What follows belongs to an exercise in optimizing a design on an open flow for a short achievable clock period and few clock cycles; a production flow would make more cautious choices. In this exercise RTL edits were held to simulation tests only and were not proved equivalent to the original. Power is estimated from default activity; no workload was simulated.

## old
## lerc2_bs_stream
module lerc2_bs_stream (
    input  wire        clk,
    input  wire        rst,
    input  wire        start,
    output wire        start_ready,
    input  wire [31:0] total,
    input  wire [31:0] len,
    input  wire        in_valid,
    output wire        in_ready,
    input  wire [31:0] in_data,
    output wire        code_valid,
    input  wire        code_ready,
    output wire [31:0] code_data,
    output reg         done,
    output reg  [1:0]  err,
    output reg  [7:0]  err_arg
);
    localparam [1:0] E_OK = 2'd0, E_TRUNC = 2'd1, E_WIDTH = 2'd2, E_FIELD = 2'd3;
    localparam [1:0] P_A = 2'd0, P_B1 = 2'd1, P_B2 = 2'd2, P_STOP = 2'd3;
    reg         active;          
    assign start_ready = !active;
    wire        accept = start && !active;
    reg [255:0] mem;
    reg [3:0]   wpw;             
    reg         in_rdy;
    assign in_ready = in_rdy;
    wire        wr = in_valid && in_rdy;
    wire [5:0]  wpb = {wpw, 2'b00};
    reg         q_end   [0:1];
  ...
==> flow/config.mk <==
export PLATFORM = sky130hd
export DESIGN_NAME = lerc2_bs_stream
export DESIGN_NICKNAME = lerc2_bs_stream
export VERILOG_FILES = /design/flow/design.v
export SDC_FILE = /design/flow/constraint.sdc
export NUM_CORES = 4
export LEC_CHECK = 0
export CAP_MARGIN = 20
export CORE_MARGIN = 2
export CORE_UTILIZATION = 40
export PLACE_DENSITY = 0.6
export SLEW_MARGIN = 20
==> flow/constraint.sdc <==
create_clock -name core_clock -period 9.0 [get_ports {clk}]
set_input_delay 1.8000 -clock core_clock [delete_from_list [all_inputs] [get_ports {clk}]]
set_output_delay 1.8000 -clock core_clock [all_outputs]
set_load 0.01 [all_outputs]
run.sh (not shown) runs the stock make flow with config.mk's settings and CLKGATE_MAP_FILE= SYNTH_SCRIPT=/design/flow/synth_recipe.tcl, a recipe that flattens the netlist after the stock synthesis.
Testbench counts of old, summed over its fixed seeds: cycles 26,516.
Setup changes, old to new
- putting SETUP_SLACK_MARGIN at 5 where nothing was set
- putting ABC_CLOCK_PERIOD_IN_PS at 3000 where nothing was set
[summary]
- Each of the runs, namely new and old, reached the end of the flow and came out clean.
- new: final core utilization 4.5 points above old
- Relative to old, non-clock buffer count has gone up in new.
- As of new, final RePlAce weighted congestion had risen by a few percent compared to old.
- old → new: buffering overhead increased 6.7 points; DRC marker count from the first detailed-route iteration now sits higher.
- Final standard cell count with taps included and fillers excluded: new > old
- Looking at wire length, new sits 13% higher than old does.
- Looking at new and old, the clock insertion delay at the later pin of the skew report is a wash.
- Comparing new and old, critical path depth is higher on old.

== the previous run ==
Another version of the RTL of lerc2_bs_stream (not shown whole).
Design lerc2_bs_stream, start of the top module:
module lerc2_bs_stream (
    input  wire        clk,
    input  wire        rst,
    input  wire        start,
    output wire        start_ready,
    input  wire [31:0] total,
    input  wire [31:0] len,
    input  wire        in_valid,
    output wire        in_ready,
    input  wire [31:0] in_data,
    output wire        code_valid,
    input  wire        code_ready,
    output wire [31:0] code_data,
    output reg         done,
    output reg  [1:0]  err,
    output reg  [7:0]  err_arg
);
    localparam [1:0] E_OK = 2'd0, E_TRUNC = 2'd1, E_WIDTH = 2'd2, E_FIELD = 2'd3;
    localparam [1:0] P_A1 = 2'd0, P_A2 = 2'd1, P_B2 = 2'd2, P_STOP = 2'd3;
    reg         active;          
    assign start_ready = !active;
    wire        accept = start && !active;
    reg [255:0] mem;
    reg [3:0]   wpw;             
    reg         in_rdy;
    assign in_ready = in_rdy;
    wire        wr = in_valid && in_rdy;
    wire [5:0]  wpb = {wpw, 2'b00};
  ...
export LEC_CHECK = 0
export ABC_CLOCK_PERIOD_IN_PS = 2500
export CAP_MARGIN = 20
export CELL_PAD_IN_SITES_DETAIL_PLACEMENT = 1
export CELL_PAD_IN_SITES_GLOBAL_PLACEMENT = 2
export CORE_MARGIN = 2
export CORE_UTILIZATION = 35
export PLACE_DENSITY = 0.55
export SETUP_SLACK_MARGIN = 5
export SLEW_MARGIN = 20
create_clock -name core_clock -period 9.0 [get_ports {clk}]
standard.sh (not shown) runs the stock make flow with config.mk's settings and CLKGATE_MAP_FILE= SYNTH_SCRIPT=/design/flow/synth_recipe.tcl, a recipe that flattens the netlist after the stock synthesis.
==> flow/flow/run.sh <==
#!/bin/bash
# Standard layout, with timing repair aimed below the clock period: a larger
# setup margin for repair_timing and a tighter delay target for ABC.
set -euo pipefail
bash standard.sh SETUP_SLACK_MARGIN=6.5 ABC_CLOCK_PERIOD_IN_PS=2000 finish > standard_make.log 2>&1
The previous run: PASS, flow complete, no timing, DRC or antenna violations
Testbench counts of the previous run, summed over its fixed seeds: cycles 26,314.
Here is what was changed in the inputs of the current run compared with the previous run.
==> flow/run.sh (new file) <==
#!/bin/bash
# synth_recipe.tcl (not shown) runs the flow's synth.tcl, then flattens the netlist and writes it again
# the make line also repeats each setting of config.mk as NAME=value (left out here)
make -C /OpenROAD-flow-scripts/flow DESIGN_CONFIG=/design/flow/config.mk WORK_HOME=/design/flow/orfs CLKGATE_MAP_FILE= SYNTH_SCRIPT=/design/flow/synth_recipe.tcl finish
removed: flow/flow/run.sh
removed: flow/standard.sh
### Flow results
Cell area power density | the current run above the previous run. Reported for the previous run and the current run, total die area turned out identical to the last digit. The previous run reports its launch point of the worst path as hw[0] while the current run reports in_valid. Taking the previous run as the reference, in the current run wire length fell by about 14%; design area fell by about 17%; core occupancy in the finished layout fell by 8.1 points; global-route usage over all layers fell by 4.7 points.

Setup of job 101:
lerc2_bs_stream, a different RTL version from the one above (not shown whole).
For scale: about 8600 cells after synthesis, about 1300 flip-flops, ~150 I/O pins, about 87000 sq um of cells after synthesis.
Settings: LEC_CHECK=0, ABC_CLOCK_PERIOD_IN_PS=2500, CAP_MARGIN=20, CELL_PAD_IN_SITES_DETAIL_PLACEMENT=1, CELL_PAD_IN_SITES_GLOBAL_PLACEMENT=2, CORE_MARGIN=2, CORE_UTILIZATION=35, PLACE_DENSITY=0.55, SETUP_SLACK_MARGIN=5, SLEW_MARGIN=20; clock period 9.0 ns.
==> flow/flow/run.sh <==
#!/bin/bash
# Standard layout, with timing repair aimed below the clock period: a larger
# setup margin for repair_timing and a tighter delay target for ABC.
set -euo pipefail
bash standard.sh SETUP_SLACK_MARGIN=6.5 ABC_CLOCK_PERIOD_IN_PS=2000 finish > standard_make.log 2>&1
Testbench counts of job 101, summed over its fixed seeds: cycles 26,314.
Relative to job 101, the following input files were edited for job 102:
==> flow/run.sh (new file) <==
#!/bin/bash
# synth_recipe.tcl (not shown) runs the flow's synth.tcl, then flattens the netlist and writes it again
# the make line also repeats each setting of config.mk as NAME=value (left out here)
make -C /OpenROAD-flow-scripts/flow DESIGN_CONFIG=/design/flow/config.mk WORK_HOME=/design/flow/orfs CLKGATE_MAP_FILE= SYNTH_SCRIPT=/design/flow/synth_recipe.tcl finish
removed: flow/flow/run.sh
removed: flow/standard.sh
### Flow results
- Every stage of the flow completed for job 102, and the final layout passed the timing, design-rule and antenna checks.
- Compare job 101 and job 102 | register share of total power higher: job 102
- Job 101 was larger in final cell area than job 102.
- When the final numbers for job 101 and job 102 were put side by side, the initial antenna violation count turned out to be smaller in job 101.
- Going from job 101 to job 102, combinational power shrinks by about 30%.
- Job 101 → job 102: total wire length after detailed routing shows a reduction of 15%; met3 demand-to-capacity share in global routing shows a reduction of 4.6 points; post-layout total power shows a reduction of about 11%; wire length of the first global-routing pass shows a reduction of 71 mm; setup slack shows a reduction of 0.55 ns.

-- what the ideal ports hide --
The flow's constraints put no driver on any port. The routed layouts listed below were extracted and timed again, unchanged, in two steps.
Step 1 sets driving cells, clkbuf_16 on the clock port and buf_2 on the other inputs (assumed; they add their load-dependent delay and slew).
Step 2 times the ports against the registers' clock, not the clock port: input delays grow and output delays shrink by t, the midpoint of the rising clock arrivals with the driver on.
Three values: ideal ports, drivers, drivers and shift; two values: the first two.
| run | t (ns) | setup slack, ns | latest minus earliest clock arrival (ns) | cell pins on the clock port's net |
|---|---|---|---|---|
| old | 0.856 | 1.743 / 1.743 / 1.743 | 0.091 / 0.091 | 1 |
| new | 0.845 | 3.490 / 3.490 / 3.490 | 0.079 / 0.079 | 1 |
| the previous run | 0.966 | 5.518 / 5.426 / 5.266 | 0.114 / 0.114 | 1 |
| the current run | 0.937 | 4.966 / 5.008 / 4.108 | 0.080 / 0.080 | 1 |
| job 101 | 0.971 | 5.482 / 5.482 / 5.304 | 0.096 / 0.096 | 1 |
| job 102 | 0.953 | 4.936 / 4.936 / 4.273 | 0.092 / 0.092 | 1 |
After both steps every run listed still meets setup and hold. The setup slack of the current run, which loses most, moves by +0.042 ns with the drivers and by -0.858 ns with both steps.
